Context: an optimization exercise on an open-source flow, tuned for small area, a short achievable clock period and few clock cycles. The choices shown serve that exercise and are no tape-out recipe.
The RTL was checked by simulation tests, not by an equivalence proof against the original design.
Power figures rest on the tool's default switching activity, not on a simulated workload.

$ cat constraint.sdc
create_clock -name core_clock -period 15.0 [get_ports {clk}]
set_input_delay 3.0000 -clock core_clock [delete_from_list [all_inputs] [get_ports {clk}]]
set_output_delay 3.0000 -clock core_clock [all_outputs]
set_load 0.01 [all_outputs]
$ cat config.mk
export PLATFORM = sky130hd
export DESIGN_NAME = icf_pwm_calc
export DESIGN_NICKNAME = icf_pwm_calc
export VERILOG_FILES = /design/flow/design.v
export SDC_FILE = /design/flow/constraint.sdc
export NUM_CORES = 4
export LEC_CHECK = 0
export CAP_MARGIN = 20
export CORE_MARGIN = 2
export CORE_UTILIZATION = 40
export SLEW_MARGIN = 20
$ cat flow/run.sh
#!/bin/bash
# Standard ORFS layout (the standard.sh, standard synthesis unchanged), with
# timing repair asked to leave a setup slack margin, so that repair_timing works
# on the paths that set the achieved clock period. The SDC is not changed.
set -euo pipefail
export SETUP_SLACK_MARGIN=10
bash standard.sh > orfs_flow.log 2>&1
$ cat standard.sh
#!/bin/bash
# synth_recipe.tcl (not shown) runs the flow's synth.tcl, then flattens the netlist and writes it again
# the make line also repeats each setting of config.mk as NAME=value (left out here)
make -C /OpenROAD-flow-scripts/flow DESIGN_CONFIG=/design/flow/config.mk WORK_HOME=/design/flow/orfs CLKGATE_MAP_FILE= SYNTH_SCRIPT=/design/flow/synth_recipe.tcl "${@:-finish}"
$ cat design.v
module icf_pwm_calc (
    input  wire        clk,
    input  wire        rst,
    input  wire        start,
    output reg         ready,
    input  wire [31:0] freq,       
    input  wire [31:0] clkbase,    
    input  wire [31:0] duty,       
    input  wire [31:0] phase,      
    input  wire        geom,       
    output reg         done,
    output wire [31:0] period,
    output wire [31:0] cmpa,
    output wire [31:0] phs
);
    localparam [19:0] MILLION = 20'd1000000;
    localparam [22:0] NEG1M   = 23'h70BDC0;    
    localparam [22:0] NEG2M   = 23'h617B80;    
    reg        s_p1, s_p2, s_div, s_last, s_fin;
    reg [4:0]  cnt;              
    reg [31:0] rf;               
    reg [21:0] rd;               
    reg [21:0] rp;               
    reg        rg;               
    reg [63:0] x;                
    reg        qa;               
    reg        lq;               
    reg [19:0] r_q, r_h;         
    reg [31:0] g_q, g_h;         
    reg        q_m1, q_two, q_lsb, q_zc;
    reg        h_m1, h_two, h_lsb, h_zc;
    assign period = x[31:0];
    assign cmpa   = g_q;
    assign phs    = g_h;
    wire acc = start & ready;
    wire [31:0] cb     = x[63:32];
    wire        f_low  = rf[31] | (rf[30:10] == 21'd0 && rf[9:0] < 10'd1000);
    wire [30:0] f_cl   = f_low ? 31'd1000 : rf[30:0];
    wire [31:0] d_new  = rg ? {1'b0, f_cl} : {f_cl, 1'b0};
    wire [38:0] m_a  = {cb, 7'd0};
    wire [38:0] m_b  = {7'd0, cb};
    wire [38:0] m_c  = ~{5'd0, cb, 2'd0};
    wire [38:0] m_s  = m_a ^ m_b ^ m_c;
    wire [38:0] m_k  = {(m_a[37:0] & m_b[37:0]) | (m_a[37:0] & m_c[37:0]) | (m_b[37:0] & m_c[37:0]), 1'b0};
    wire [38:0] cb125;
    wire        m_co;
    pfx_add #(39) u_mul (.a(m_s), .b(m_k), .ci(1'b1), .s(cb125), .co(m_co));
    function [4:0] msb32(input [31:0] v);
        reg [15:0] v4;
        reg [7:0]  v3;
        reg [3:0]  v2;
        reg [1:0]  v1;
        begin
            msb32[4] = |v[31:16];
            v4 = msb32[4] ? v[31:16] : v[15:0];
            msb32[3] = |v4[15:8];
            v3 = msb32[3] ? v4[15:8] : v4[7:0];
            msb32[2] = |v3[7:4];
            v2 = msb32[2] ? v3[7:4] : v3[3:0];
            msb32[1] = |v2[3:2];
            v1 = msb32[1] ? v2[3:2] : v2[1:0];
            msb32[0] = v1[1];
        end
    endfunction
    wire [4:0] m_cb  = msb32(cb);
    wire [4:0] m_rf  = msb32({1'b0, rf[30:0]});
    wire       f_sm  = rf[31] | (rf[30:9] == 22'd0);       
    wire [4:0] m_f   = f_sm ? 5'd9 : m_rf;
    wire [6:0] j_raw = {2'd0, m_cb} + {6'd0, rg} + 7'd9 - {2'd0, m_f};
    wire [4:0] j_new = (cb == 32'd0 || j_raw[6]) ? 5'd0 :
                       (j_raw[5]) ? 5'd31 : j_raw[4:0];
    wire        d_neg  = rd[21];
    wire        d_big  = rd[20] || (rd[19:0] > MILLION);
    wire [19:0] dc_new = d_neg ? MILLION : d_big ? 20'd0 : (MILLION - rd[19:0]);
    wire        p_neg  = rp[21];
    wire        p_big  = rp[20] || (rp[19:0] > MILLION);
    wire [19:0] ph_new = p_neg ? 20'd0 : p_big ? MILLION : rp[19:0];
    wire [63:0] x_al = {22'd0, r_q[18:0], r_h, 3'd0} << (~cnt);
    wire [33:0] dv_diff;
    wire        dv_co;
    pfx_add #(34) u_div (.a({1'b0, x[63:31]}), .b(~{2'b0, rf}), .ci(1'b1), .s(dv_diff), .co(dv_co));
    wire        dv_ge   = ~dv_diff[33];
    wire [31:0] dv_rem  = dv_ge ? dv_diff[31:0] : x[62:31];
    wire [63:0] x_step  = {dv_rem, x[30:0], dv_ge};
    wire [31:0] p_out = rg ? (x[31:0] - 32'd1) : x[31:0];
    wire        a   = qa;
    wire [19:0] dcq = rd[19:0];
    wire [19:0] phh = rp[19:0];
    wire [22:0] uq    = {2'b0, r_q, 1'b0};
    wire [22:0] xq    = a ? {3'd0, dcq} : 23'd0;
    wire [22:0] sq    = uq + xq;
    wire [22:0] sq_m1 = uq + xq + NEG1M;
    wire [22:0] sq_m2 = uq + xq + NEG2M;
    wire        q_ge1 = ~sq_m1[22];
    wire        q_ge2 = ~sq_m2[22];
    wire [19:0] rq_n  = q_ge2 ? sq_m2[19:0] : q_ge1 ? sq_m1[19:0] : sq[19:0];
    wire        q_dm1 = lq & ~q_ge1;
    wire        q_zc_n = q_dm1 & ~((r_q == 20'd0) & (~a | (dcq == 20'd0)));
    wire [22:0] uh    = {2'b0, r_h, 1'b0};
    wire        hn    = lq & ~a;
    wire [22:0] xh    = hn ? {3'b111, ~phh} : (a & ~lq) ? {3'd0, phh} : 23'd0;
    wire [22:0] sh    = uh + xh + {22'd0, hn};
    wire [22:0] sh_m1 = uh + xh + (NEG1M + {22'd0, hn});
    wire [22:0] sh_m2 = uh + xh + (NEG2M + {22'd0, hn});
    wire        h_lt0 = sh[22];
    wire        h_ge1 = ~h_lt0 & ~sh_m1[22];
    wire        h_ge2 = ~h_lt0 & ~sh_m2[22];
    wire [19:0] rh_n  = h_ge2 ? sh_m2[19:0] : h_ge1 ? sh_m1[19:0] : sh[19:0];
    wire        h_zc_n = h_lt0 & ~((r_h == 20'd0) & (phh == MILLION));
    wire [31:0] gq_p1 = g_q + 32'd1;
    wire [31:0] gq_m1 = g_q - 32'd1;
    wire [31:0] gq_n  = (q_zc & (g_q == 32'd0)) ? 32'd0 :
                        q_m1  ? {gq_m1[30:0], 1'b1} :
                        q_two ? {gq_p1[30:0], 1'b0} :
                                {g_q[30:0], q_lsb};
    wire [31:0] gh_p1 = g_h + 32'd1;
    wire [31:0] gh_m1 = g_h - 32'd1;
    wire [31:0] gh_n  = (h_zc & (g_h == 32'd0)) ? 32'd0 :
                        h_m1  ? {gh_m1[30:0], 1'b1} :
                        h_two ? {gh_p1[30:0], 1'b0} :
                                {g_h[30:0], h_lsb};
    always @(posedge clk) begin
        if (rst) begin
            ready  <= 1'b1;
            s_p1   <= 1'b0;
            s_p2   <= 1'b0;
            s_div  <= 1'b0;
            s_last <= 1'b0;
            s_fin  <= 1'b0;
            done   <= 1'b0;
        end else begin
            s_p1   <= acc;
            s_p2   <= s_p1;
            s_div  <= s_p2 | (s_div & (cnt != 5'd0));
            s_last <= s_div & (cnt == 5'd0);
            s_fin  <= s_last;
            ready  <= (s_div & (cnt == 5'd0)) | (ready & ~start);
            done   <= s_fin;
        end
    end
    always @(posedge clk) begin
        if (ready) begin
            rf <= freq;
            rd <= {duty[31], duty[30:20] != 11'd0, duty[19:0]};
            rp <= {phase[31], phase[30:20] != 11'd0, phase[19:0]};
            rg <= geom;
        end else if (s_p1) begin
            rf <= d_new;
            rd[19:0] <= dc_new;
            rp[19:0] <= ph_new;
        end
        if (ready)
            x[63:32] <= clkbase;
        else if (s_p2)
            x[63:32] <= x_al[63:32];
        else if (!s_p1)
            x[63:32] <= x_step[63:32];
        if (s_last)
            x[31:0] <= p_out;
        else if (s_p2)
            x[31:0] <= x_al[31:0];
        else if (s_div)
            x[31:0] <= x_step[31:0];
        qa <= s_div & dv_ge;
        lq <= s_div & (cnt == 5'd0) & rg;
        if (s_p1)
            cnt <= j_new;
        else if (s_div)
            cnt <= cnt - 5'd1;
        if (s_p1) begin
            r_q <= {1'b0, cb125[38:20]};
            r_h <= cb125[19:0];
        end else if (s_p2) begin
            r_q <= 20'd0;
            r_h <= 20'd0;
        end else begin
            r_q <= rq_n;
            r_h <= rh_n;
        end
        if (s_p2) begin
            {q_m1, q_two, q_lsb, q_zc} <= 4'd0;
            {h_m1, h_two, h_lsb, h_zc} <= 4'd0;
            g_q <= 32'd0;
            g_h <= 32'd0;
        end else begin
            q_m1  <= q_dm1;
            q_two <= ~lq & q_ge2;
            q_lsb <= lq ? ~(q_ge1 & ~q_ge2) : (q_ge1 & ~q_ge2);
            q_zc  <= q_zc_n;
            h_m1  <= h_lt0;
            h_two <= h_ge2;
            h_lsb <= h_ge1 & ~h_ge2;
            h_zc  <= h_zc_n;
            g_q   <= gq_n;
            g_h   <= gh_n;
        end
    end
endmodule
module pfx_add #(parameter W = 8) (
    input  wire [W-1:0] a,
    input  wire [W-1:0] b,
    input  wire         ci,
    output wire [W-1:0] s,
    output wire         co
);
    reg [W-1:0] g, p, gn, pn;
    integer l, i, j;
    always @* begin
        g = a & b;
        p = a ^ b;
        g[0] = g[0] | (p[0] & ci);
        for (l = 0; (1 << l) < W; l = l + 1) begin
            gn = g;
            pn = p;
            for (i = 0; i < W; i = i + 1)
                if ((i >> l) & 1) begin
                    j = ((i >> l) << l) - 1;
                    gn[i] = g[i] | (p[i] & g[j]);
                    pn[i] = p[i] & p[j];
                end
            g = gn;
            p = pn;
        end
    end
    assign s  = a ^ b ^ {g[W-2:0], ci};
    assign co = g[W-1];
endmodule
==> impl_metrics.toml, run 1 <==
[worst_setup_path]
timing_worst_setup_path_type = "flip-flop to flip-flop"
reg2reg_to = "cnt[3]"
r2r_setup_slack_ns = 10.17
crit_end = "cnt[3]"
slowest_delay_ns = 0.43
cp-end-kind = "flip-flop"
critPathSlowestCell = "edfxtp_1"
path_delay_family = "simple AND/OR/NAND/NOR gates"
critical_path.max_fanout = 6
cp.depth = 25
regToRegStartpoint = "x[63]"
cp-start-kind = "flip-flop"
worst_r2r_path_depth = 25
cp.required_ns = 15.29
startpoint = "x[63]"
crit_buf_inv = 4
arrival_ns = 5.12

[final_layout]
final_cells = 3930
fill_cells = 5850
multi_input_area_mm2 = 0.0166
syn_to_final_growth_pct = 19.6
seq_area_mm2 = 0.00682
drive_gt1_share_pct = 8.93
num-nets-final = 3434
design_area_mm2 = 0.0292

[place]
place_area_mm2 = 0.0273
dp_slack_ns = 9.11
io_buffers = 229
place_inst = 3818
gp_congestion = 0.974
dp_hpwl_um = 65700

[logic_synthesis]
synthDominantCellAreaShare_pct = 18.0
synth_cell_types = 108
syn_inst = 2928
synth-seq-area-share_pct = 27.9
synth_seq_cells = 267
synth_mux_area_share_pct = 5.80
synthAdderAreaFrac_pct = 10.4
yosys.area.top_type = "edfxtp_1"
yosysWarnings = 3
yosys-top-cells-count = "nor2_1, nand2_1, a21oi_1"
synth-simple-area-share_pct = 19.8
synth_most_common_cell = "nor2_1"
synthArstFlopShare_pct = 0
syn_nets = 3240
synth-edff-count = 146
synth_compound_area_share_pct = 22.9
syn_area_mm2 = 0.0244
synthTopCellsByArea = "edfxtp_1, dfxtp_1, ha_1, xnor2_1, nor2_1"
synth-xor-area-share_pct = 7.81
synth_area_per_cell_um2 = 8.34
synth_top_family_by_area = "compound AO/OA/AOI/OAI gates"
ys.flop_type = "edfxtp_1"

[timing]
timing.fmax_ghz = 0.207
worst_clock_skew_ns = 0.0258
hold_viol = 0
final-setup-viol-count = 0
setup_slack_ns = 10.17
worst_pin_slew_ns = 1.10
finalSetupTns_ns = 0
rsz0062_at_grt = "yes"
min_period_ns = 4.83
relSlewSlack_pct = 26.5
slew_violations = 0
period_share_pct = 32.2

[die]
num_rows = 90
die_area_mm2 = 0.0630
die_w_um = 251
pin_count = 230
start_util_pct = 40.5
fp.coreArea_mm2 = 0.0604
die_h_um = 251

[global_route]
grt_pass1_vias = 22134
grt_overflow = 0
grt_pass1_wl_um = 130000
antenna_found_initial = 2
grt_use_total_pct = 26.0
grt_max_degree = 65

[cts]
cts_tree = "yes"
cts_sinks = 267
cts_buffer_depth = 3
clkLatencyLatePin_ns = 0.56
clk_pin_slew_ns = 0.06
htree_levels = 2
cts_buffers = 36
cts-root-buf = "clkbuf_16"
cts_hold_buffers = 0

[run_status]
status = "no timing/DRC/antenna violations"

[hold_path]
worstHoldStart = "s_fin"
hold_class = "flip-flop to flip-flop"
hold_depth = 1

[pwr]
vdd_drop_max_mv = 0.107
power_density_mw_per_mm2 = 169
cellLeakagePower_nw = 11.7

[run]
cap_violations = 0

[drt]
avgViaCountPerCell = 5.98
routed_wl_um = 84900
route.vias.total = 23493
first_pass_iters = 6
wire_per_inst_um = 21.6
post-route-drc-count = 0
ant_nets = 0
drt_iter0_drc = 1859
state kept, by name (all words and copies together), names as in the netlist, 5 cells and up:
signal  count
r_q        20
g_q        32
cnt         5
rd         22
g_h        32
x          64
rf         32
rp         22
r_h        20
logic make-up (layout without fill, tap and decap cells):
family	count (synthesis)	count (layout)
multiplexers	110	110
XOR/XNOR	217	217
flip-flops	267	267
AO/OA/AOI/OAI	837	839
AND/OR/NAND/NOR	981	981
adder cells (fa/ha/maj)	180	180
buffers and inverters	336	553
other	0	1
repair_timing:
item | 4_1_cts | 5_1_grt
gates cloned | 0 | 2
resized for setup | 24 | 36
setup endpoints to repair | 35 | 39
pin swaps | 4 | 18
buffers inserted | 9 | 36
hold endpoints to repair | 0 | 0
final cells by class:
| type | instances | area share, % |
|---|---|---|
| clock buffers | 51 | 3.67 |
| flip-flops and latches | 267 | 23.3 |
| multi-input cells | 2327 | 56.9 |
| well taps | 782 | 3.35 |
| clock inverters | 12 | 0.527 |
| diodes | 1 | 0.00857 |
| repair buffers | 297 | 9.69 |
| inverters | 193 | 2.48 |
placed cells by master, fill, tap and decap left out, drive strengths merged, types with 41 or more instances in the layout:
cell type / Yosys / layout
clkdlybuf4s50: 0 / 229
xnor2: 118 / 118
clkbuf: 104 / 51
edfxtp: 146 / 146
o21ai: 191 / 191
ha: 141 / 141
a21o: 61 / 61
and2: 51 / 51
a21oi: 198 / 198
o31ai: 41 / 41
mux2i: 64 / 64
nor3: 68 / 68
xor2: 99 / 99
buf: 39 / 68
dfxtp: 121 / 121
nand3: 80 / 80
inv: 192 / 193
nor4: 51 / 51
o22ai: 43 / 43
nand2: 247 / 247
nor2: 264 / 264
per-layer routing:
layer | vias to the layer above | part of all wire (%) | wire length (µm) | track usage [%]
met5 | - | 0 | 0 | 0
met4 | 0 | 2.5 | 2100 | 6.77
met3 | 138 | 6.4 | 5440 | 3.39
met2 | 887 | 47 | 40200 | 43.8
met1 | 11321 | 44 | 37100 | 35.3
li1 | 11147 | - | - | -
worst min-delay path by stage:
stage | to
floorplan | done
global placement | done
detailed placement | done
CTS | done
global route | done
finish | done
power by group:
part	switching [mW]	internal, mW
clock network	0.345	0.550
registers	0.326	0.946
logic	1.57	1.19
through the flow:
step / hold WS (ns) / power (mW) / util (%)
floorplan: 0.414 / 3.04 / -
global placement: 0.419 / 3.87 / 45.2
detailed placement: 0.448 / 3.90 / 45.2
CTS: 0.452 / 4.84 / 47.6
global route: 0.472 / 5.26 / 48.4
finish: 0.454 / 4.92 / 48.4
Testbench counts, summed over its fixed seeds: cycles 16,739.
==> run 2, diff against run 1 <==
--- a/flow/run.sh
+++ b/flow/run.sh
@@ -5,3 +5,3 @@
 set -euo pipefail
-export SETUP_SLACK_MARGIN=10
+export SETUP_SLACK_MARGIN=10.4
 bash standard.sh > orfs_flow.log 2>&1
==> impl_metrics.toml, run 2 <==
[logic_synthesis]
synth-edff-count = 146
synthArstFlopShare_pct = 0
yosys.area.top_type = "edfxtp_1"
synth_area_per_cell_um2 = 8.34
synth-simple-area-share_pct = 19.8
synthAdderAreaFrac_pct = 10.4
synth_compound_area_share_pct = 22.9
synth_most_common_cell = "nor2_1"
yosys-top-cells-count = "nor2_1, nand2_1, a21oi_1"
syn_inst = 2928
syn_nets = 3240
yosysWarnings = 3
synth_seq_cells = 267
synth_top_family_by_area = "compound AO/OA/AOI/OAI gates"
syn_area_mm2 = 0.0244
synth-seq-area-share_pct = 27.9
synthTopCellsByArea = "edfxtp_1, dfxtp_1, ha_1, xnor2_1, nor2_1"
synth_mux_area_share_pct = 5.80
synth-xor-area-share_pct = 7.81
ys.flop_type = "edfxtp_1"
synth_cell_types = 108
synthDominantCellAreaShare_pct = 18.0

[place]
io_buffers = 229
dp_hpwl_um = 65800
gp_congestion = 0.920

[drt]
routed_wl_um = 88100
drt_iter0_drc = 1882
wire_per_inst_um = 21.9
route.vias.total = 23718
first_pass_iters = 6
ant_nets = 0
post-route-drc-count = 0
avgViaCountPerCell = 5.90

[timing]
worst_clock_skew_ns = 0.0324
period_share_pct = 30.9
final-setup-viol-count = 0
hold_viol = 0
relSlewSlack_pct = 29.3
worst_pin_slew_ns = 1.06
timing.fmax_ghz = 0.216
min_period_ns = 4.64
slew_violations = 0
finalSetupTns_ns = 0
rsz0062_at_grt = "yes"

[global_route]
grt_max_degree = 57
grt_use_total_pct = 26.9
antenna_found_initial = 1
grt_pass1_vias = 22755
grt_overflow = 0
grt_pass1_wl_um = 133000

[die]
start_util_pct = 40.5
die_w_um = 251
pin_count = 230
die_area_mm2 = 0.0630
num_rows = 90
fp.coreArea_mm2 = 0.0604
die_h_um = 251

[worst_setup_path]
crit_buf_inv = 6
r2r_setup_slack_ns = 10.36
cp.required_ns = 15.31
critPathSlowestCell = "edfxtp_1"
regToRegStartpoint = "x[61]"
slowest_delay_ns = 0.44
timing_worst_setup_path_type = "flip-flop to flip-flop"
cp-start-kind = "flip-flop"
critical_path.max_fanout = 6
cp.depth = 26
reg2reg_to = "cnt[1]"
crit_end = "cnt[1]"
path_delay_family = "simple AND/OR/NAND/NOR gates"
cp-end-kind = "flip-flop"
worst_path_most_repeated_cell = "inv_2"
arrival_ns = 4.95
worst_r2r_path_depth = 26
startpoint = "x[61]"

[pwr]
power.switching_mw = 2.35
combPwrFrac_pct = 57.2
power_density_mw_per_mm2 = 168
p_int_mw = 2.78
swShare_pct = 45.8
seq_power_share_pct = 25.2
vdd_drop_max_mv = 0.0863
cellLeakagePower_nw = 12.2
clkPwrFrac_pct = 17.6

[final_layout]
layout_commonest_cell = "nor2_1"
largest_register_ffs = 64
fill_cells = 5799
final_cell_mix = "nor2_1, nand2_1, clkdlybuf4s50_1"
drive_gt1_share_pct = 15.3
final_util_pct = 50.6
top_register = "x"
num-nets-final = 3523
syn_to_final_growth_pct = 25.0
antennaDiodeCount = 0

[cts]
cts_sinks = 267
cts_buffers = 37
htree_levels = 2
cts_tree = "yes"
cts_buffer_depth = 3
clk_pin_slew_ns = 0.06
cts_hold_buffers = 0
cts-root-buf = "clkbuf_16"
clkLatencyLatePin_ns = 0.58

[hold_path]
hold_class = "flip-flop to flip-flop"
hold_depth = 1

[run]
cap_violations = 0

[run_status]
status = "no timing/DRC/antenna violations"
## run 2: cell counts after synthesis
Identical to the previous run, type by type.
## run 2: per-layer routing
| layer | up-vias | track usage (%) | wire, µm |
|---|---|---|---|
| li1 | 11315 | - | - |
| met5 | - | 0 | 0 |
| met2 | 858 | 44.2 | 40600 |
| met4 | 0 | 9.10 | 3370 |
| met1 | 11366 | 36.2 | 38300 |
| met3 | 179 | 3.66 | 5840 |
## run 2: cells by family (layout without fill, tap and decap cells)
logic type | Yosys count | after routing
simple gates | 981 | 982
compound gates | 837 | 840
buf+inv | 336 | 644
flops | 267 | 267
xor+xnor | 217 | 217
fa+ha+maj | 180 | 180
mux | 110 | 110
## run 2: layout make-up
type / instances / area [µm²] / share of cell area, %
multi-input combinational: 2329 / 17200 / 56.3
inverter: 193 / 724 / 2.37
clock buffer: 48 / 1020 / 3.34
sequential: 267 / 6890 / 22.6
tap: 782 / 978 / 3.21
clock inverter: 20 / 196 / 0.643
timing repair buffer: 383 / 3520 / 11.5
## run 2: worst min-delay path by stage
stage	startpoint	endpoint	slack [ns]
2_1_floorplan	s_fin	done	0.41
3_3_place_gp	s_fin	done	0.42
3_5_place_dp	s_fin	done	0.43
4_1_cts	s_fin	done	0.44
5_1_grt	s_fin	done	0.47
6_report	s_fin	done	0.45
## run 2: power groups by stage
stage                     clock network [mW]  registers (mW)  logic, mW
after floorplan                            0            1.13       1.92
after global placement                     0            1.30       2.57
after detailed placement                   0            1.31       2.61
after CTS                              0.919            1.29       2.74
after global routing                   0.945            1.30       3.19
final                                  0.905            1.29       2.93
## run 2: metrics by stage
step	hold slack (ns)	cell area (µm²)	setup slack, ns	total power, mW	cells
final	0.454	30500	10.36	5.13	4022
after global routing	0.474	30500	10.15	5.43	4022
after CTS	0.445	29400	10.40	4.94	3957
after detailed placement	0.432	27300	9.19	3.91	3820
after global placement	0.418	27300	9.33	3.88	3820
after floorplan	0.414	24400	10.44	3.05	2928
## run 2: what timing repair did
item,4_1_cts,5_1_grt
endpoints found under the setup margin,121,57
pin swaps,17,45
setup buffers,67,59
gates resized for setup,106,141
gates cloned,2,4
==> run 3, diff against run 2 <==
--- a/design.v
+++ b/design.v
@@ -68,3 +68,10 @@
     wire [4:0] m_f   = f_sm ? 5'd9 : m_rf;
-    wire [6:0] j_raw = {2'd0, m_cb} + {6'd0, rg} + 7'd9 - {2'd0, m_f};
+    wire [6:0] j_a   = {2'd0, m_cb};
+    wire [6:0] j_b   = {2'b11, ~m_f};
+    wire [6:0] j_c   = {5'b00010, rg, ~rg};
+    wire [6:0] j_s   = j_a ^ j_b ^ j_c;
+    wire [6:0] j_k   = {(j_a[5:0] & j_b[5:0]) | (j_a[5:0] & j_c[5:0]) | (j_b[5:0] & j_c[5:0]), 1'b0};
+    wire [6:0] j_raw;
+    wire       j_co;
+    pfx_add #(7) u_j (.a(j_s), .b(j_k), .ci(1'b1), .s(j_raw), .co(j_co));
     wire [4:0] j_new = (cb == 32'd0 || j_raw[6]) ? 5'd0 :
@@ -109,14 +116,19 @@
     wire        h_zc_n = h_lt0 & ~((r_h == 20'd0) & (phh == MILLION));
-    wire [31:0] gq_p1 = g_q + 32'd1;
-    wire [31:0] gq_m1 = g_q - 32'd1;
-    wire [31:0] gq_n  = (q_zc & (g_q == 32'd0)) ? 32'd0 :
-                        q_m1  ? {gq_m1[30:0], 1'b1} :
-                        q_two ? {gq_p1[30:0], 1'b0} :
-                                {g_q[30:0], q_lsb};
-    wire [31:0] gh_p1 = g_h + 32'd1;
-    wire [31:0] gh_m1 = g_h - 32'd1;
-    wire [31:0] gh_n  = (h_zc & (g_h == 32'd0)) ? 32'd0 :
-                        h_m1  ? {gh_m1[30:0], 1'b1} :
-                        h_two ? {gh_p1[30:0], 1'b0} :
-                                {g_h[30:0], h_lsb};
+    function [31:0] incdec(input [31:0] g, input up, input dn);
+        reg [31:0] t;
+        reg        c;
+        integer i;
+        begin
+            t = dn ? ~g : g;
+            c = up | dn;
+            for (i = 0; i < 32; i = i + 1) begin
+                incdec[i] = g[i] ^ c;
+                c = c & t[i];
+            end
+        end
+    endfunction
+    wire [31:0] gq_a  = incdec(g_q, q_two, q_m1);
+    wire [31:0] gq_n  = (q_zc & (g_q == 32'd0)) ? 32'd0 : {gq_a[30:0], q_lsb | q_m1};
+    wire [31:0] gh_a  = incdec(g_h, h_two, h_m1);
+    wire [31:0] gh_n  = (h_zc & (g_h == 32'd0)) ? 32'd0 : {gh_a[30:0], h_lsb | h_m1};
     always @(posedge clk) begin
==> impl_metrics.toml, run 3 <==
[logic_synthesis]
synth-edff-count = 146
synth_cell_types = 111
yosys-top-cells-count = "nand2_1, nor2_1, o21ai_0"
syn_inst = 2899
yosysWarnings = 4
synth-seq-area-share_pct = 28.3
yosys.area.top_type = "edfxtp_1"
syn_area_mm2 = 0.0241
synthArstFlopShare_pct = 0
synth_area_per_cell_um2 = 8.31
syn_nets = 3205
synthTopCellsByArea = "edfxtp_1, dfxtp_1, ha_1, nand2_1, o21ai_0"
synth_seq_cells = 267
ys.flop_type = "edfxtp_1"
synthDominantCellAreaShare_pct = 18.2
synth_most_common_cell = "nand2_1"

[drt]
avgViaCountPerCell = 5.93
routed_wl_um = 85500
drt_iter0_drc = 1812
first_pass_iters = 8
post-route-drc-count = 0
wire_per_inst_um = 21.5
ant_nets = 0
route.vias.total = 23630

[pwr]
swShare_pct = 45.0
combPwrFrac_pct = 56.9
power.switching_mw = 2.23
seq_power_share_pct = 24.8
p_int_mw = 2.72
power_density_mw_per_mm2 = 163
clkPwrFrac_pct = 18.3
vdd_drop_max_mv = 0.101
cellLeakagePower_nw = 12.1

[cts]
cts_tree = "yes"
clkLatencyLatePin_ns = 0.56
htree_levels = 2
clk_pin_slew_ns = 0.06
cts_buffer_depth = 3
cts_sinks = 267
cts_buffers = 37
cts-root-buf = "clkbuf_16"
cts_hold_buffers = 0

[final_layout]
top_register = "x"
fill_cells = 5605
drive_gt1_share_pct = 15.2
layout_commonest_cell = "nand2_1"
seq_area_mm2 = 0.00687
syn_to_final_growth_pct = 26.1
multi_input_area_mm2 = 0.0170
antennaDiodeCount = 0
num-nets-final = 3489
largest_register_ffs = 64
final_cell_mix = "nand2_1, clkdlybuf4s50_1, nor2_1"

[global_route]
busiest_layer = "met2"
met3_usage_pct = 3.68
use_met1_pct = 35.2
grt_pass1_vias = 22669
grt_use_total_pct = 26.5
gr-usage-met2_pct = 44.3
grt_overflow = 0
grt_pass1_wl_um = 131000
grt_max_degree = 82
antenna_found_initial = 2

[run_status]
status = "no timing/DRC/antenna violations"

[die]
num_rows = 89
die_h_um = 249
die_w_um = 249
start_util_pct = 40.7
die_area_mm2 = 0.0622
pin_count = 230
fp.coreArea_mm2 = 0.0592

[timing]
timing.fmax_ghz = 0.199
relSlewSlack_pct = 30.4
worst_clock_skew_ns = 0.0210
finalSetupTns_ns = 0
slew_violations = 0
final-setup-viol-count = 0
min_period_ns = 5.03
worst_pin_slew_ns = 1.04
setup_slack_ns = 9.97
hold_slack_ns = 0.446
rsz0062_at_grt = "yes"
hold_viol = 0
period_share_pct = 33.5

[worst_setup_path]
regToRegStartpoint = "x[48]"
cp-start-kind = "flip-flop"
startpoint = "x[48]"
worst_r2r_path_depth = 24
timing_worst_setup_path_type = "flip-flop to flip-flop"
arrival_ns = 5.31
reg2reg_to = "cnt[2]"
cp-end-kind = "flip-flop"
r2r_setup_slack_ns = 9.97
critical_path.max_fanout = 5
cp.required_ns = 15.28

[hold_path]
holdPathEnd = "done"
hold_depth = 1
hold_class = "flip-flop to flip-flop"
worstHoldStart = "s_fin"

[run]
cap_violations = 0

[place]
dp_slack_ns = 9.01
dp_hpwl_um = 63200
gp_congestion = 0.964
io_buffers = 229
==> run 3: cell types whose count changed in the layout (fill, tap and decap cells not counted), moves of 12 or more <==
cell	delta
a31oi_1	-15
or3_1	+13
nand4_1	-12
nor2_1	-44
a21o_1	-18
o22ai_1	-17
nand2_1	+49
o21ai_0	+27
nand3_1	-25
==> run 3: layout make-up <==
| cell class | instances | area share, % |
|---|---|---|
| multi-input cells | 2302 | 56.1 |
| flip-flops and latches | 267 | 22.6 |
| repair buffers | 388 | 11.6 |
| clock buffers | 54 | 3.67 |
| well taps | 773 | 3.18 |
| inverters | 187 | 2.36 |
| clock inverters | 13 | 0.391 |
==> run 3: power by group through the flow <==
stage	logic, mW	clock network, mW	registers [mW]
floorplan	1.87	0	1.09
CTS	2.64	0.924	1.22
global route	3.09	0.945	1.24
global placement	2.45	0	1.25
detailed placement	2.48	0	1.25
finish	2.82	0.903	1.23
==> run 3: how the worst max path moves through the flow <==
stage	endpoint	slack, ns	cells past startpoint
2_1_floorplan	cnt[4]	10.41	24
3_3_place_gp	r_h[8]	9.18	17
3_5_place_dp	r_h[8]	9.01	17
4_1_cts	cnt[2]	10.31	23
5_1_grt	cnt[3]	9.80	24
6_report	cnt[2]	9.97	24
==> run 3: logic make-up (layout without fill, tap and decap cells) <==
logic type / count (synthesis) / count (layout) / synth area share [%]
AND/OR/NAND/NOR: 957 / 959 / 19.4
AO/OA/AOI/OAI: 859 / 860 / 23.7
buffers and inverters: 333 / 642 / 5.37
flip-flops: 267 / 267 / 28.3
XOR/XNOR: 208 / 208 / 7.59
adder cells (fa/ha/maj): 174 / 174 / 10.3
multiplexers: 101 / 101 / 5.40
==> run 3: worst max-delay path, cell delays in order, from the launching register on <==
cell	delay, ns
edfxtp_1	0.50
nor4_2	0.39
and3_1	0.26
nand3_4	0.12
inv_4	0.10
nand2_4	0.05
and3_4	0.20
a21oi_2	0.16
nor2_1	0.07
a221oi_2	0.23
and3_4	0.25
a21oi_2	0.06
a21oi_1	0.14
o21ai_1	0.11
fa_1	0.59
inv_2	0.05
fa_2	0.35
nor2b_1	0.12
o21ai_1	0.06
nand2b_1	0.13
fa_2	0.28
xor2_4	0.26
nand2_1	0.09
nand3_1	0.10
o21ai_1	0.07
==> run 3: layer usage <==
layer	up-vias	part of all wire (%)
met1	11498	43
met3	156	6.1
met5	-	0.015
met4	2	3.6
li1	11207	-
met2	767	47
==> run 3: metrics by stage <==
| stage | cells | area (µm²) | util, % | total power [mW] |
|---|---|---|---|---|
| CTS | 3944 | 29500 | 49.7 | 4.79 |
| detailed placement | 3782 | 27100 | 45.7 | 3.73 |
| floorplan | 2899 | 24100 | - | 2.96 |
| global route | 3984 | 30400 | 51.3 | 5.28 |
| finish | 3984 | 30400 | 51.3 | 4.95 |
| global placement | 3782 | 27100 | 45.7 | 3.70 |
==> run 3: what timing repair did <==
action,CTS,global route
endpoints found under the hold margin,0,0
cloned,4,0
buffers inserted,91,40
gates resized for setup,124,133
setup endpoints to repair,89,71
pin swaps,35,57
Testbench counts of run 3, summed over its fixed seeds: cycles 16,739.
==> run 4, diff against run 3 <==
--- a/design.v
+++ b/design.v
@@ -24,2 +24,3 @@
     reg        rg;               
+    reg        cb_hi, rf_hi;     
     reg [63:0] x;                
@@ -47,3 +48,3 @@
     pfx_add #(39) u_mul (.a(m_s), .b(m_k), .ci(1'b1), .s(cb125), .co(m_co));
-    function [4:0] msb32(input [31:0] v);
+    function [4:0] msb32(input [31:0] v, input hi);
         reg [15:0] v4;
@@ -53,3 +54,3 @@
         begin
-            msb32[4] = |v[31:16];
+            msb32[4] = hi;               
             v4 = msb32[4] ? v[31:16] : v[15:0];
@@ -64,15 +65,8 @@
     endfunction
-    wire [4:0] m_cb  = msb32(cb);
-    wire [4:0] m_rf  = msb32({1'b0, rf[30:0]});
-    wire       f_sm  = rf[31] | (rf[30:9] == 22'd0);       
+    wire [4:0] m_cb  = msb32(cb, cb_hi);
+    wire [4:0] m_rf  = msb32({1'b0, rf[30:0]}, rf_hi);
+    wire       f_sm  = rf[31] | (~rf_hi && rf[15:9] == 7'd0);       
     wire [4:0] m_f   = f_sm ? 5'd9 : m_rf;
-    wire [6:0] j_a   = {2'd0, m_cb};
-    wire [6:0] j_b   = {2'b11, ~m_f};
-    wire [6:0] j_c   = {5'b00010, rg, ~rg};
-    wire [6:0] j_s   = j_a ^ j_b ^ j_c;
-    wire [6:0] j_k   = {(j_a[5:0] & j_b[5:0]) | (j_a[5:0] & j_c[5:0]) | (j_b[5:0] & j_c[5:0]), 1'b0};
-    wire [6:0] j_raw;
-    wire       j_co;
-    pfx_add #(7) u_j (.a(j_s), .b(j_k), .ci(1'b1), .s(j_raw), .co(j_co));
-    wire [4:0] j_new = (cb == 32'd0 || j_raw[6]) ? 5'd0 :
+    wire [6:0] j_raw = {2'd0, m_cb} + {6'd0, rg} + 7'd9 - {2'd0, m_f};
+    wire [4:0] j_new = ((~cb_hi & (cb[15:0] == 16'd0)) || j_raw[6]) ? 5'd0 :
                        (j_raw[5]) ? 5'd31 : j_raw[4:0];
@@ -158,2 +152,4 @@
             rg <= geom;
+            cb_hi <= clkbase[31:16] != 16'd0;
+            rf_hi <= freq[30:16] != 15'd0;
         end else if (s_p1) begin
==> impl_metrics.toml, run 4 <==
[worst_setup_path]
timing_worst_setup_path_type = "flip-flop to flip-flop"
regToRegStartpoint = "qa"
slowest_delay_ns = 0.58
reg2reg_to = "r_h[9]"
cp.required_ns = 15.49
r2r_setup_slack_ns = 10.42
crit_end = "r_h[9]"
critPathSlowestCell = "or4_4"
critical_path.max_fanout = 6
cp-end-kind = "flip-flop"
cp-start-kind = "flip-flop"
worst_path_most_repeated_cell = "buf_6"
worst_r2r_path_depth = 19
path_cells = "nor2b_4, buf_6, buf_6, nand2_1, o21ai_2, ha_2, o21a_4, a2111o_1, a2111o_1, nand3_4, nand3_4, or4_4, o41ai_4, buf_6, buf_6, or2_4, o22ai_2, or4_1, o221ai_1"
startpoint = "qa"
arrival_ns = 5.07

[logic_synthesis]
synthDominantCellAreaShare_pct = 18.3
synth_most_common_cell = "nand2_1"
synth-seq-area-share_pct = 28.3
synth-simple-area-share_pct = 19.9
synth-xor-area-share_pct = 7.00
syn_inst = 2943
synth_seq_cells = 269
synthTopCellsByArea = "edfxtp_1, dfxtp_1, ha_1, nand2_1, a21oi_1"
synth_compound_area_share_pct = 23.7
yosysWarnings = 3
yosys.area.top_type = "edfxtp_1"
synthArstFlopShare_pct = 0
syn_area_mm2 = 0.0243
synth_cell_types = 89
synth_top_family_by_area = "compound AO/OA/AOI/OAI gates"
ys.flop_type = "edfxtp_1"
synthAdderAreaFrac_pct = 10.1
syn_nets = 3247
synth_mux_area_share_pct = 5.69
synth_area_per_cell_um2 = 8.25
yosys-top-cells-count = "nand2_1, nor2_1, a21oi_1"
synth-edff-count = 148

[drt]
ant_nets = 0
route.vias.total = 24661
post-route-drc-count = 0
routed_wl_um = 92400
first_pass_iters = 6
avgViaCountPerCell = 6.06
drt_iter0_drc = 2000
wire_per_inst_um = 22.7

[die]
start_util_pct = 40.4
num_rows = 90
die_w_um = 250
pin_count = 230
die_area_mm2 = 0.0627
fp.coreArea_mm2 = 0.0601
die_h_um = 250

[place]
gp_congestion = 0.965
dp_hpwl_um = 68400
io_buffers = 229
place_inst = 3831

[cts]
cts-root-buf = "clkbuf_16"
cts_buffers = 36
cts_sinks = 269
clk_pin_slew_ns = 0.07
htree_levels = 2
cts_tree = "yes"
clkLatencyLatePin_ns = 0.57
cts_buffer_depth = 3
cts_hold_buffers = 0

[global_route]
grt_pass1_wl_um = 138000
grt_overflow = 0
grt_max_degree = 69
grt_pass1_vias = 22974
grt_use_total_pct = 28.1
antenna_found_initial = 0

[final_layout]
largest_register_ffs = 64
fill_cells = 5758
final_util_pct = 51.2
layout_commonest_cell = "nand2_1"
top_register = "x"
final_cell_mix = "nand2_1, nor2_1, clkdlybuf4s50_1"
num-nets-final = 3561
drive_gt1_share_pct = 15.7
syn_to_final_growth_pct = 26.9
final_cells = 4067
antennaDiodeCount = 0

[timing]
timing.fmax_ghz = 0.218
slew_violations = 0
final-setup-viol-count = 0
worst_clock_skew_ns = 0.0227
hold_viol = 0
finalSetupTns_ns = 0
period_share_pct = 30.6
worst_pin_slew_ns = 1.02
rsz0062_at_grt = "yes"
min_period_ns = 4.58
relSlewSlack_pct = 32.1

[pwr]
vdd_drop_max_mv = 0.0970
cellLeakagePower_nw = 12.4
power_density_mw_per_mm2 = 162

[hold_path]
hold_class = "flip-flop to flip-flop"
worstHoldStart = "q_lsb"

[run]
cap_violations = 0

[run_status]
status = "no timing/DRC/antenna violations"
==> run 4: cell types whose count changed after synthesis, sizes merged, moves of 11 or more <==
cell    before  now
o21ai      219  179
nand2b      36   13
nor2       217  236
a211oi      42   60
nor3        61   79
nand3       62   46
o22ai       27   42
nand2      302  316
clkbuf     117  129
a21o        42   53
==> run 4: layout make-up <==
type                       instances  area [µm²]  area share, %
multi-input combinational       2338       17100           55.5
tap                              782         978           3.18
clock buffer                      44        1000           3.25
clock inverter                    22         248          0.804
timing repair buffer             425        3840           12.5
sequential                       269        6920           22.5
inverter                         187         708           2.30
==> run 4: routing by layer <==
metal  part of all wire (%)  up-vias  wire length, µm  GRT usage (%)
met5                      0        -                0              0
met4                    3.2        0             2920           8.85
met3                    6.9      145             6400           3.84
met2                     46     1006            42600           45.5
met1                     44    11964            40500           38.9
li1                       -    11546                -              -
==> run 4: metrics by stage <==
step	hold slack [ns]	power, mW	instance area, µm²	setup WS [ns]
finish	0.442	4.99	30800	10.42
global route	0.465	5.29	30800	10.29
detailed placement	0.429	3.75	27300	8.74
floorplan	0.414	2.87	24300	10.41
CTS	0.444	4.82	29600	10.31
global placement	0.427	3.74	27300	8.82
==> run 4: worst min path at each step <==
stage	end	cells after the start
global placement	g_q[0]	2
CTS	g_q[0]	2
global route	g_q[0]	2
detailed placement	g_q[0]	2
finish	g_q[0]	2
floorplan	done	1
==> run 4: what timing repair did <==
item	4_1_cts	5_1_grt
setup buffers	83	81
resized for setup	115	138
cloned	4	1
pin swaps	32	68
setup endpoints to repair	88	82
==> run 4: critical path: cells and delay by family (launching register included) <==
kind	cells	cell delay, ns
flip-flops	1	0.36
buffers and inverters	4	0.52
adder cells (fa/ha/maj)	1	0.32
AO/OA/AOI/OAI	7	1.60
AND/OR/NAND/NOR	7	1.71
==> run 4: cells by family after synthesis <==
logic type               after synthesis
multiplexers                         108
AO/OA/AOI/OAI                        862
flip-flops                           269
XOR/XNOR                             194
buffers and inverters                338
AND/OR/NAND/NOR                     1000
adder cells (fa/ha/maj)              172
==> run 4: power by group <==
group	switching [mW]	internal [mW]	total (mW)
clock	0.374	0.551	0.925
sequential	0.295	0.937	1.23
combinational	1.65	1.19	2.83
Testbench counts of run 4, summed over its fixed seeds: cycles 16,739.
==> run 5, diff against run 4 <==
--- a/flow/run.sh
+++ b/flow/run.sh
@@ -5,3 +5,3 @@
 set -euo pipefail
-export SETUP_SLACK_MARGIN=10.4
+export SETUP_SLACK_MARGIN=10.7
 bash standard.sh > orfs_flow.log 2>&1
==> impl_metrics.toml, run 5 <==
[die]
die_area_mm2 = 0.0627
pin_count = 230
die_w_um = 250
start_util_pct = 40.4
die_h_um = 250
fp.coreArea_mm2 = 0.0601
num_rows = 90

[worst_setup_path]
cp-end-kind = "flip-flop"
critical_path.max_fanout = 6
cp.required_ns = 15.41
cp-start-kind = "flip-flop"
arrival_ns = 5.01
timing_worst_setup_path_type = "flip-flop to flip-flop"

[logic_synthesis]
synthArstFlopShare_pct = 0
syn_inst = 2943
synthTopCellsByArea = "edfxtp_1, dfxtp_1, ha_1, nand2_1, a21oi_1"
synth_seq_cells = 269
ys.flop_type = "edfxtp_1"
syn_area_mm2 = 0.0243
synth_cell_types = 89
synth-seq-area-share_pct = 28.3
yosysWarnings = 3
syn_nets = 3247
synth_most_common_cell = "nand2_1"
synthDominantCellAreaShare_pct = 18.3
yosys-top-cells-count = "nand2_1, nor2_1, a21oi_1"
yosys.area.top_type = "edfxtp_1"
synth_area_per_cell_um2 = 8.25
synth-edff-count = 148

[cts]
cts_buffer_depth = 3
cts_buffers = 36
htree_levels = 2
clk_pin_slew_ns = 0.06
cts_tree = "yes"
cts_hold_buffers = 0
cts_sinks = 269
clkLatencyLatePin_ns = 0.57
cts-root-buf = "clkbuf_16"

[timing]
timing.fmax_ghz = 0.217
rsz0062_at_grt = "yes"
min_period_ns = 4.61
worst_pin_slew_ns = 1.03
finalSetupTns_ns = 0
slew_violations = 0
period_share_pct = 30.7
final-setup-viol-count = 0
relSlewSlack_pct = 31.7
hold_viol = 0
hold_slack_ns = 0.444
worst_clock_skew_ns = 0.0236

[drt]
first_pass_iters = 6
ant_nets = 0
post-route-drc-count = 0
avgViaCountPerCell = 6.06
routed_wl_um = 93200
wire_per_inst_um = 22.7
drt_iter0_drc = 1947
route.vias.total = 24944

[final_layout]
final_util_pct = 52.4
antennaDiodeCount = 0
top_register = "x"
layout_commonest_cell = "nand2_1"
design_area_mm2 = 0.0315
final_cell_mix = "nand2_1, buf_4, nor2_1"
largest_register_ffs = 64
num-nets-final = 3612
syn_to_final_growth_pct = 29.8
drive_gt1_share_pct = 18.5

[pwr]
cellLeakagePower_nw = 13.0
vdd_drop_max_mv = 0.0851
power_density_mw_per_mm2 = 161
power_mw = 5.08

[hold_path]
hold_class = "flip-flop to flip-flop"

[global_route]
antenna_found_initial = 0
grt_overflow = 0
grt_max_degree = 70
grt_use_total_pct = 28.4
grt_pass1_vias = 23443
grt_pass1_wl_um = 139000

[place]
gp_congestion = 0.983
io_buffers = 229
dp_hpwl_um = 68400
place_area_mm2 = 0.0273

[run_status]
status = "no timing/DRC/antenna violations"

[run]
cap_violations = 0
==> run 5: cell counts after synthesis <==
No cell type changed its count.
==> run 5: path summary, 6_finish.rpt <==
| path | start | to | slack (ns) | cells past startpoint |
|---|---|---|---|---|
| worst min register to register | s_fin | done | 0.44 | 1 |
| worst max-delay path | rf[27] | cnt[3] | 10.39 | 23 |
| worst min-delay path | s_fin | done | 0.44 | 1 |
| worst max register to register | rf[27] | cnt[3] | 10.39 | 23 |
==> run 5: stage by stage <==
stage                     instances  setup WS (ns)
after floorplan                2943          10.59
after CTS                      4038          10.36
final                          4114          10.39
after global routing           4114          10.25
after detailed placement       3831           9.47
after global placement         3831           9.65
==> run 5: metal layers <==
layer / routed length (µm) / global-route usage [%] / up-vias
li1: - / - / 11632
met1: 39800 / 38.3 / 12099
met2: 42900 / 46.7 / 1022
met3: 6840 / 3.95 / 191
met4: 3720 / 9.87 / 0
met5: 0 / 0 / -
==> run 5: layout make-up <==
type                       count  area (µm²)
tap                          782         978
multi-input combinational   2337       17500
inverter                     187         706
timing repair buffer         477        4170
fill                        5658       28600
sequential                   269        6950
clock inverter                10         105
clock buffer                  52        1090
==> run 5: kinds of logic (layout without fill, tap and decap cells) <==
group           Yosys count  in the layout  share of synthesized area [%]
compound gates          862            862                           23.7
xor+xnor                194            194                           7.00
fa+ha+maj               172            172                           10.1
buf+inv                 338            726                           5.25
flops                   269            269                           28.3
mux                     108            108                           5.69
simple gates           1000           1001                           19.9
==> run 5: critical path: stages (launching register included) <==
cell	delay, ns
edfxtp_1	0.45
inv_2	0.09
nand4_1	0.14
nor4_4	0.41
nand2_1	0.15
o41ai_4	0.10
buf_4	0.24
buf_4	0.13
a21oi_1	0.07
a21oi_1	0.29
a21oi_2	0.14
nor4_4	0.23
a2111oi_4	0.09
fa_2	0.43
ha_4	0.18
inv_2	0.05
fa_2	0.21
inv_2	0.03
a21o_1	0.19
a21oi_2	0.18
xor2_2	0.29
buf_4	0.18
nor2_2	0.03
o22ai_1	0.12
==> run 5: where the power goes <==
group	leakage [nW]	switching (mW)	internal, mW
combinational	9.88	1.70	1.26
clock	0.593	0.355	0.539
sequential	2.50	0.295	0.939
==> run 5: repair_timing <==
action | 4_1_cts | 5_1_grt
setup endpoints to repair | 169 | 65
pin swaps | 67 | 82
resized for setup | 278 | 152
cloned | 3 | 0
buffers inserted | 142 | 75
==> run 6, diff against run 5 <==
--- a/design.v
+++ b/design.v
@@ -26,3 +26,3 @@
     reg [63:0] x;                
-    reg        qa;               
+    reg        qa, qaq;          
     reg        lq;               
@@ -90,3 +90,3 @@
     wire [22:0] uq    = {2'b0, r_q, 1'b0};
-    wire [22:0] xq    = a ? {3'd0, dcq} : 23'd0;
+    wire [22:0] xq    = qaq ? {3'd0, dcq} : 23'd0;
     wire [22:0] sq    = uq + xq;
@@ -98,3 +98,3 @@
     wire        q_dm1 = lq & ~q_ge1;
-    wire        q_zc_n = q_dm1 & ~((r_q == 20'd0) & (~a | (dcq == 20'd0)));
+    wire        q_zc_n = q_dm1 & ~((r_q == 20'd0) & (~qaq | (dcq == 20'd0)));
     wire [22:0] uh    = {2'b0, r_h, 1'b0};
@@ -171,3 +171,4 @@
             x[31:0] <= x_step[31:0];
-        qa <= s_div & dv_ge;
+        qa  <= s_div & dv_ge;
+        qaq <= dv_ge & ~s_p2;
         lq <= s_div & (cnt == 5'd0) & rg;
--- a/flow/run.sh
+++ b/flow/run.sh
@@ -5,3 +5,3 @@
 set -euo pipefail
-export SETUP_SLACK_MARGIN=10.7
+export SETUP_SLACK_MARGIN=10.4
 bash standard.sh > orfs_flow.log 2>&1
==> impl_metrics.toml, run 6 <==
[place]
io_buffers = 229
gp_congestion = 0.959
dp_hpwl_um = 64800
dp_slack_ns = 9.51

[worst_setup_path]
arrival_ns = 1.57
crit_buf_inv = 1
critPathSlowestCell = "clkdlybuf4s50_1"
regToRegStartpoint = "qa"
r2r_setup_slack_ns = 10.51
critical_path.max_fanout = 4
timing_worst_setup_path_type = "flip-flop to output pin"
slowest_delay_ns = 0.58
worst_r2r_path_depth = 19
cp-end-kind = "output pin"
cp-start-kind = "flip-flop"
cp.required_ns = 12.00
path_cells = "clkdlybuf4s50_1"
reg2reg_to = "r_h[8]"
path_delay_family = "buffers and inverters"

[logic_synthesis]
yosys-top-cells-count = "nand2_1, a21oi_1, nor2_1"
yosysWarnings = 3
synthTopCellsByArea = "edfxtp_1, dfxtp_1, ha_1, nand2_1, a21oi_1"
ys.flop_type = "edfxtp_1"
synth_area_per_cell_um2 = 8.33
synthDominantCellAreaShare_pct = 18.3
syn_area_mm2 = 0.0242
syn_nets = 3215
synth_most_common_cell = "nand2_1"
synth-seq-area-share_pct = 28.4
yosys.area.top_type = "edfxtp_1"
syn_inst = 2911
synthArstFlopShare_pct = 0
synth-edff-count = 148
synth_seq_cells = 270
synth_cell_types = 110

[global_route]
grt_use_total_pct = 26.5
grt_max_degree = 71
grt_pass1_vias = 22316
grt_overflow = 0
antenna_found_initial = 1
grt_pass1_wl_um = 131000

[final_layout]
drive_gt1_share_pct = 13.1
final_util_pct = 49.9
final_cell_mix = "nand2_1, clkdlybuf4s50_1, nor2_1"
top_register = "x"
largest_register_ffs = 64
layout_commonest_cell = "nand2_1"
syn_to_final_growth_pct = 23.8
num-nets-final = 3484

[cts]
clkLatencyLatePin_ns = 0.56
cts_buffer_depth = 3
clk_pin_slew_ns = 0.06
htree_levels = 2
cts_tree = "yes"
cts-root-buf = "clkbuf_16"
cts_sinks = 270
cts_hold_buffers = 0
cts_buffers = 35

[timing]
finalSetupTns_ns = 0
worst_clock_skew_ns = 0.0247
relSlewSlack_pct = 26.3
worst_pin_slew_ns = 1.10
hold_slack_ns = 0.439
timing.fmax_ghz = 0.219
setup_slack_ns = 10.43
period_share_pct = 30.5
hold_viol = 0
rsz0062_at_grt = "yes"
final-setup-viol-count = 0
min_period_ns = 4.57
slew_violations = 0

[pwr]
p_int_mw = 2.75
combPwrFrac_pct = 57.5
seq_power_share_pct = 24.7
power_density_mw_per_mm2 = 168
swShare_pct = 45.5
vdd_drop_max_mv = 0.108
clkPwrFrac_pct = 17.8
cellLeakagePower_nw = 12.0
power.switching_mw = 2.29

[drt]
avgViaCountPerCell = 5.94
wire_per_inst_um = 21.8
routed_wl_um = 87000
first_pass_iters = 6
drt_iter0_drc = 2159
route.vias.total = 23692
post-route-drc-count = 0
ant_nets = 0

[hold_path]
hold_depth = 2
worstHoldStart = "q_lsb"
hold_class = "flip-flop to flip-flop"
holdPathEnd = "g_q[0]"

[die]
fp.coreArea_mm2 = 0.0601
num_rows = 90
die_w_um = 250
pin_count = 230
die_area_mm2 = 0.0626
die_h_um = 250
start_util_pct = 40.3

[run]
cap_violations = 0

[run_status]
status = "no timing/DRC/antenna violations"
[run 6: cell count changes after synthesis, sizes merged, moves of 12 or more]
| cell | previous run | this run |
|---|---|---|
| nor2 | 236 | 224 |
| xor2 | 85 | 102 |
| o21ai | 179 | 196 |
| buf | 22 | 41 |
| clkbuf | 129 | 107 |
| nand2 | 316 | 304 |
| or4 | 19 | 4 |
| o22ai | 42 | 29 |
| nor3 | 79 | 67 |
| a21oi | 207 | 227 |
[run 6: final cells by class]
type / count / area [µm²]
clock buffers: 39 / 901
inverters: 185 / 698
flip-flops and latches: 270 / 6940
multi-input cells: 2309 / 16700
diodes: 1 / 2.50
clock inverters: 23 / 278
repair buffers: 379 / 3530
well taps: 782 / 978
fillers: 5753 / 30100
[run 6: tightest hold or removal path, delay by kind of cell (launching register included)]
kind / cells / cell delay [ns]
flops: 1 / 0.30
simple gates: 2 / 0.10
[run 6: how the worst max path moves through the flow]
stage,endpoint,slack (ns),depth (start not counted),from
finish,period[23],10.43,1,x[23]
global route,r_h[8],10.29,19,qa
CTS,r_h[8],10.33,16,lq
detailed placement,r_h[8],9.51,18,lq
global placement,r_h[8],9.69,18,lq
floorplan,r_h[14],10.70,20,lq
[run 6: layer usage]
metal,vias to the layer above,GRT usage [%],part of all wire (%),wire (µm)
met5,-,0,0.015,13
met4,2,7.46,2.8,2400
met3,141,3.95,7.3,6340
met2,853,43.3,46,40200
met1,11502,36.2,44,38000
li1,11194,-,-,-
[run 6: power by group through the flow]
stage	Combinational [mW]	Sequential [mW]	Clock [mW]
final	2.90	1.24	0.898
after global routing	3.16	1.26	0.940
after CTS	2.69	1.25	0.915
after detailed placement	2.62	1.27	0
after global placement	2.58	1.26	0
after floorplan	1.98	1.10	0
[run 6: what timing repair did]
action,CTS,global route
setup endpoints to repair,72,87
hold endpoints to repair,0,0
gates resized for setup,58,109
cloned,2,2
pin swaps,3,44
buffers inserted,28,91
[run 6: metrics by stage]
step                      instances  area (µm²)  power [mW]
final                          3988       30000        5.04
after global routing           3987       30000        5.36
after CTS                      3893       28800        4.86
after detailed placement       3801       27200        3.89
after global placement         3801       27200        3.84
after floorplan                2911       24200        3.08
[run 6: cell families after synthesis]
logic type	share of synthesized area, %
AO/OA/AOI/OAI	23.6
XOR/XNOR	7.69
adder cells (fa/ha/maj)	10.1
buffers and inverters	5.41
flip-flops	28.4
multiplexers	5.72
AND/OR/NAND/NOR	19.1
Testbench counts of run 6, summed over its fixed seeds: cycles 16,739.
==> run 7, diff against run 6 <==
==> flow/run.sh (replaced) <==
#!/bin/bash
# Standard ORFS layout (the standard.sh, standard synthesis unchanged), with
# timing repair asked to leave a setup slack margin, so that repair_timing works
# on the paths that set the achieved clock period, and plain buf_2 cells for the
# port buffers (every port is still buffered). The SDC is not changed.
set -euo pipefail
export SETUP_SLACK_MARGIN=10.4
export BUFFER_PORTS_ARGS="-buffer_cell sky130_fd_sc_hd__buf_2"
bash standard.sh > orfs_flow.log 2>&1
==> impl_metrics.toml, run 7 <==
[run_status]
status = "no timing/DRC/antenna violations"

[drt]
drt_iter0_drc = 2382
first_pass_iters = 7
route.vias.total = 23693
wire_per_inst_um = 21.3
avgViaCountPerCell = 5.98
ant_nets = 0
routed_wl_um = 84500
post-route-drc-count = 0

[pwr]
power_mw = 4.91
vdd_drop_max_mv = 0.0991
power_density_mw_per_mm2 = 172
cellLeakagePower_nw = 11.9

[final_layout]
seq_area_mm2 = 0.00690
multi_input_area_mm2 = 0.0167
largest_register_ffs = 64
syn_to_final_growth_pct = 17.6
fill_cells = 5821
final_cell_mix = "nand2_1, buf_2, nor2_1"
top_register = "x"
final_util_pct = 47.4
layout_commonest_cell = "nand2_1"
drive_gt1_share_pct = 18.5
num-nets-final = 3459

[hold_path]
worstHoldStart = "h_lsb"
holdPathEnd = "g_h[0]"
hold_class = "flip-flop to flip-flop"
hold_depth = 2

[timing]
timing.fmax_ghz = 0.222
slew_violations = 0
relSlewSlack_pct = 27.1
rsz0062_at_grt = "yes"
worst_pin_slew_ns = 1.09
finalSetupTns_ns = 0
worst_clock_skew_ns = 0.0291
final-setup-viol-count = 0
hold_viol = 0
min_period_ns = 4.50
period_share_pct = 30.0

[worst_setup_path]
cp-end-kind = "flip-flop"
crit_buf_inv = 4
cp.required_ns = 15.30
regToRegStartpoint = "x[42]"
worst_path_most_repeated_cell = "inv_1"
path_delay_family = "compound AO/OA/AOI/OAI gates"
cp-start-kind = "flip-flop"
worst_r2r_path_depth = 20
critical_path.max_fanout = 15
path_cells = "nor4_1, nand4_1, o41ai_2, buf_4, a21oi_1, a21oi_1, nor4_2, a21o_1, a211oi_1, ha_1, inv_1, ha_1, inv_1, fa_2, inv_1, a21o_1, a21oi_2, xor2_2, nor2_1, o22ai_1"
r2r_setup_slack_ns = 10.50
arrival_ns = 4.79
reg2reg_to = "cnt[4]"
cp.depth = 20
slowest_delay_ns = 0.53
critPathSlowestCell = "edfxtp_1"
timing_worst_setup_path_type = "flip-flop to flip-flop"

[global_route]
grt_pass1_vias = 22062
grt_use_total_pct = 25.7
grt_overflow = 0
grt_max_degree = 58
antenna_found_initial = 1
grt_pass1_wl_um = 128000

[cts]
cts_tree = "yes"
cts_sinks = 270
cts_buffer_depth = 3
clkLatencyLatePin_ns = 0.57
clk_pin_slew_ns = 0.06
htree_levels = 2
cts-root-buf = "clkbuf_16"
cts_buffers = 36

[logic_synthesis]
yosysWarnings = 3
synth-edff-count = 148
syn_nets = 3215
syn_inst = 2911
synth_most_common_cell = "nand2_1"
ys.flop_type = "edfxtp_1"
syn_area_mm2 = 0.0242
synth_cell_types = 110
synth-seq-area-share_pct = 28.4
yosys-top-cells-count = "nand2_1, a21oi_1, nor2_1"
synth_area_per_cell_um2 = 8.33
yosys.area.top_type = "edfxtp_1"
synthTopCellsByArea = "edfxtp_1, dfxtp_1, ha_1, nand2_1, a21oi_1"
synth_seq_cells = 270
synthDominantCellAreaShare_pct = 18.3
synthArstFlopShare_pct = 0

[die]
fp.coreArea_mm2 = 0.0601
num_rows = 90
die_area_mm2 = 0.0626
die_h_um = 250
pin_count = 230
die_w_um = 250
start_util_pct = 40.3

[place]
gp_congestion = 0.942
dp_hpwl_um = 63500
io_buffers = 229

[run]
cap_violations = 0
==> run 7: cell types whose count changed in the layout (fill, tap and decap cells not counted), moves of 5 or more <==
cell / change
clkinvlp_4: -5
dfxtp_1: +30
buf_4: -24
clkdlybuf4s50_1: -225
dfxtp_2: -30
buf_2: +230
bufinv_16: -5
clkbuf_1: +7
==> run 7: kinds of logic after synthesis <==
| logic type | count (synthesis) | synth area share (%) |
|---|---|---|
| AND/OR/NAND/NOR | 951 | 19.1 |
| AO/OA/AOI/OAI | 862 | 23.6 |
| buffers and inverters | 333 | 5.41 |
| flip-flops | 270 | 28.4 |
| XOR/XNOR | 213 | 7.69 |
| adder cells (fa/ha/maj) | 172 | 10.1 |
| multiplexers | 110 | 5.72 |
==> run 7: worst max-delay path by stage <==
| stage | slack [ns] | start | end |
|---|---|---|---|
| after floorplan | 10.70 | lq | r_h[14] |
| after global placement | 9.78 | lq | r_h[8] |
| after detailed placement | 9.64 | lq | r_h[8] |
| after CTS | 10.39 | lq | r_h[8] |
| after global routing | 10.32 | rf[27] | cnt[2] |
| final | 10.50 | x[42] | cnt[4] |
==> run 7: metal layers <==
layer | global-route usage (%) | share of wire (%) | vias up
li1 | - | - | 11153
met1 | 35.3 | 44 | 11414
met2 | 41.6 | 45 | 983
met3 | 4.35 | 8.0 | 143
met4 | 7.24 | 3.0 | 0
met5 | 0 | 0 | -
==> run 7: cell type report <==
type | count | share of cell area [%]
Clock buffer | 51 | 3.57
Antenna cell | 1 | 0.00878
Clock inverter | 13 | 0.399
Inverter | 185 | 2.44
Sequential cell | 270 | 24.2
Timing Repair Buffer | 352 | 7.50
Tap cell | 782 | 3.43
Multi-Input combinational cell | 2310 | 58.4
==> run 7: worst min-delay path, delay by kind of cell (launching register included) <==
family | cells | cell delay, ns
flip-flops | 1 | 0.30
AND/OR/NAND/NOR | 2 | 0.10
==> run 7: metrics by stage <==
step	setup slack (ns)	instances	hold WS, ns	instance area (µm²)
global route	10.32	3963	0.474	28500
detailed placement	9.64	3804	0.426	26000
finish	10.50	3964	0.439	28500
floorplan	10.70	2911	0.414	24200
global placement	9.78	3804	0.421	26000
CTS	10.39	3880	0.442	27400
==> run 7: repair_timing <==
item                                    CTS  global route
pin swaps                                 2            47
endpoints found under the setup margin   39            47
setup buffers                            10            78
resized for setup                        33            93
gates cloned                              2             4
hold buffers                              0             0
==> run 7: report_power, final <==
group	internal [mW]	switching (mW)
Sequential	0.944	0.285
Clock	0.493	0.364
Combinational	1.20	1.62
Total	2.64	2.27
==> run 8, diff against run 7 <==
--- a/flow/run.sh
+++ b/flow/run.sh
@@ -6,3 +6,3 @@
 set -euo pipefail
-export SETUP_SLACK_MARGIN=10.4
+export SETUP_SLACK_MARGIN=10.8
 export BUFFER_PORTS_ARGS="-buffer_cell sky130_fd_sc_hd__buf_2"
==> impl_metrics.toml, run 8 <==
[worst_setup_path]
slowest_delay_ns = 0.46
critical_path.max_fanout = 7
arrival_ns = 4.95
timing_worst_setup_path_type = "flip-flop to flip-flop"
cp.required_ns = 15.47
cp-end-kind = "flip-flop"
cp-start-kind = "flip-flop"
critPathSlowestCell = "or3_4"
path_cells = "nor2b_4, buf_8, nand2_4, o21ai_2, ha_2, inv_2, fa_2, and2b_4, o2111ai_4, and2_4, a211o_1, o31ai_4, a31oi_2, o211a_1, or3_4, buf_4, buf_6, nand3_4, a21oi_4, o311a_1, o211ai_1"

[hold_path]
hold_class = "flip-flop to flip-flop"

[die]
fp.coreArea_mm2 = 0.0601
start_util_pct = 40.3
die_w_um = 250
die_area_mm2 = 0.0626
pin_count = 230
num_rows = 90
die_h_um = 250

[logic_synthesis]
yosys-top-cells-count = "nand2_1, a21oi_1, nor2_1"
synth-edff-count = 148
syn_inst = 2911
synth_most_common_cell = "nand2_1"
syn_nets = 3215
synth_seq_cells = 270
synth_area_per_cell_um2 = 8.33
syn_area_mm2 = 0.0242
synthArstFlopShare_pct = 0
ys.flop_type = "edfxtp_1"
yosys.area.top_type = "edfxtp_1"
synth_cell_types = 110
synth-seq-area-share_pct = 28.4
synthDominantCellAreaShare_pct = 18.3
yosysWarnings = 3
synthTopCellsByArea = "edfxtp_1, dfxtp_1, ha_1, nand2_1, a21oi_1"

[timing]
slew_violations = 0
hold_viol = 0
period_share_pct = 29.9
min_period_ns = 4.48
final-setup-viol-count = 0
timing.fmax_ghz = 0.223
finalSetupTns_ns = 0
relSlewSlack_pct = 25.1
rsz0062_at_grt = "yes"
worst_clock_skew_ns = 0.0239
worst_pin_slew_ns = 1.12

[drt]
drt_iter0_drc = 2105
routed_wl_um = 87500
wire_per_inst_um = 21.6
ant_nets = 0
first_pass_iters = 6
route.vias.total = 24275
post-route-drc-count = 0
avgViaCountPerCell = 5.99

[final_layout]
fill_cells = 5745
largest_register_ffs = 64
syn_to_final_growth_pct = 23.2
top_register = "x"
multi_input_area_mm2 = 0.0172
antennaDiodeCount = 0
num-nets-final = 3548
final_cell_mix = "nand2_1, buf_2, nor2_1"
seq_area_mm2 = 0.00693
drive_gt1_share_pct = 23.9
final_cells = 4050
layout_commonest_cell = "nand2_1"

[run_status]
status = "no timing/DRC/antenna violations"

[cts]
cts_buffer_depth = 3
cts-root-buf = "clkbuf_16"
cts_sinks = 270
cts_buffers = 36
clkLatencyLatePin_ns = 0.57
cts_tree = "yes"
clk_pin_slew_ns = 0.07
htree_levels = 2

[pwr]
vdd_drop_max_mv = 0.116
power_density_mw_per_mm2 = 175
cellLeakagePower_nw = 12.5

[global_route]
grt_max_degree = 58
grt_pass1_wl_um = 131000
grt_use_total_pct = 26.5
grt_overflow = 0
antenna_found_initial = 1
grt_pass1_vias = 22922

[place]
dp_hpwl_um = 63800
gp_congestion = 0.972
io_buffers = 229
place_inst = 3803

[run]
cap_violations = 0
## run 8: changes by cell type in the layout (fill, tap and decap cells not counted), sizes merged, moves of 3 or more
cell,previous run,this run
bufinv,1,4
clkbuf,53,47
inv,186,182
clkinvlp,1,5
buf,350,441
## run 8: critical path: cells and delay by family (launching register included)
kind	cells	cell delay, ns
buffers and inverters	4	0.49
DFF	1	0.37
adders and majority gates	2	0.55
AOI/OAI and AO/OA	9	1.67
and+or+nand+nor	6	1.29
## run 8: cell families (layout without fill, tap and decap cells)
kind of cell	Yosys count	count (layout)	share of synthesized area, %
multiplexers	110	110	5.72
adder cells (fa/ha/maj)	172	172	10.1
AND/OR/NAND/NOR	951	951	19.1
flip-flops	270	270	28.4
XOR/XNOR	213	213	7.69
buffers and inverters	333	690	5.41
AO/OA/AOI/OAI	862	862	23.6
## run 8: power by group
group | total (mW) | internal [mW] | switching [mW]
combinational | 3.13 | 1.35 | 1.79
clock | 0.865 | 0.513 | 0.352
sequential | 1.21 | 0.947 | 0.267
total | 5.21 | 2.81 | 2.41
## run 8: routing by layer
metal,up-vias,share of wire [%],GRT usage [%]
met5,-,0.021,0
met4,2,3.7,9.87
met3,183,7.7,4.61
met2,1030,46,42.5
met1,11745,43,35.6
li1,11315,-,-
## run 8: what timing repair did
item | CTS | global route
setup endpoints to repair | 118 | 81
hold buffers | 0 | 0
buffers inserted | 110 | 71
gates resized for setup | 149 | 139
pin swaps | 47 | 71
cloned | 3 | 1
## run 8: metrics by stage
| step | power [mW] | utilization, % | instance area (µm²) | setup WS [ns] | hold WS [ns] |
|---|---|---|---|---|---|
| 3_5_place_dp | 3.84 | 43.3 | 26000 | 9.69 | 0.429 |
| 6_report | 5.21 | 49.7 | 29900 | 10.52 | 0.438 |
| 5_1_grt | 5.53 | 49.7 | 29900 | 10.37 | 0.464 |
| 2_1_floorplan | 3.08 | - | 24300 | 10.76 | 0.414 |
| 3_3_place_gp | 3.79 | 43.3 | 26000 | 9.79 | 0.422 |
| 4_1_cts | 4.93 | 47.8 | 28700 | 10.56 | 0.442 |
## run 8: worst paths after layout
kind | cells past startpoint | to | slack (ns) | start
hold reg to reg | 1 | done | 0.44 | s_fin
setup / recovery | 21 | r_h[17] | 10.52 | lq
setup reg to reg | 21 | r_h[17] | 10.52 | lq
hold / removal | 1 | done | 0.44 | s_fin
## run 8: final cells by class
cell class	instances	share of cell area (%)
sequential	270	23.2
clock buffer	46	3.14
tap	782	3.28
timing repair buffer	443	9.81
inverter	185	2.35
clock inverter	16	0.695
multi-input combinational	2308	57.5

static timing again, ports no longer ideal:
How much do the figures lean on ideal ports? The routed layouts below were timed once more, with nothing changed but the port constraints. Step 1 sets driving cells, clkbuf_16 on the clock port and buf_2 on the other inputs (assumed; they add their load-dependent delay and slew). Step 2 adds t to the input delays and takes it off the output delays; t is the mean of the earliest and latest rising clock arrival at the registers after step 1. Input paths then give back, and output paths get back, about the clock's delay inside the block. Slacks: ideal / step 1 / step 2; pairs: ideal / step 1.
run	t, ns	setup WS [ns]	worst register clock-pin slew, ns
run 1	0.615	10.172 / 10.132 / 10.172	0.06 / 0.06
run 2	0.635	10.365 / 10.365 / 10.365	0.07 / 0.07
run 3	0.619	9.975 / 9.975 / 9.975	0.06 / 0.06
run 4	0.618	10.415 / 10.367 / 10.415	0.07 / 0.07
run 5	0.619	10.394 / 10.394 / 10.394	0.06 / 0.06
run 6	0.611	10.426 / 10.360 / 10.512	0.07 / 0.07
run 7	0.616	10.505 / 10.505 / 10.505	0.07 / 0.07
run 8	0.623	10.520 / 10.520 / 10.520	0.07 / 0.07
After both steps every run listed still meets setup and hold.
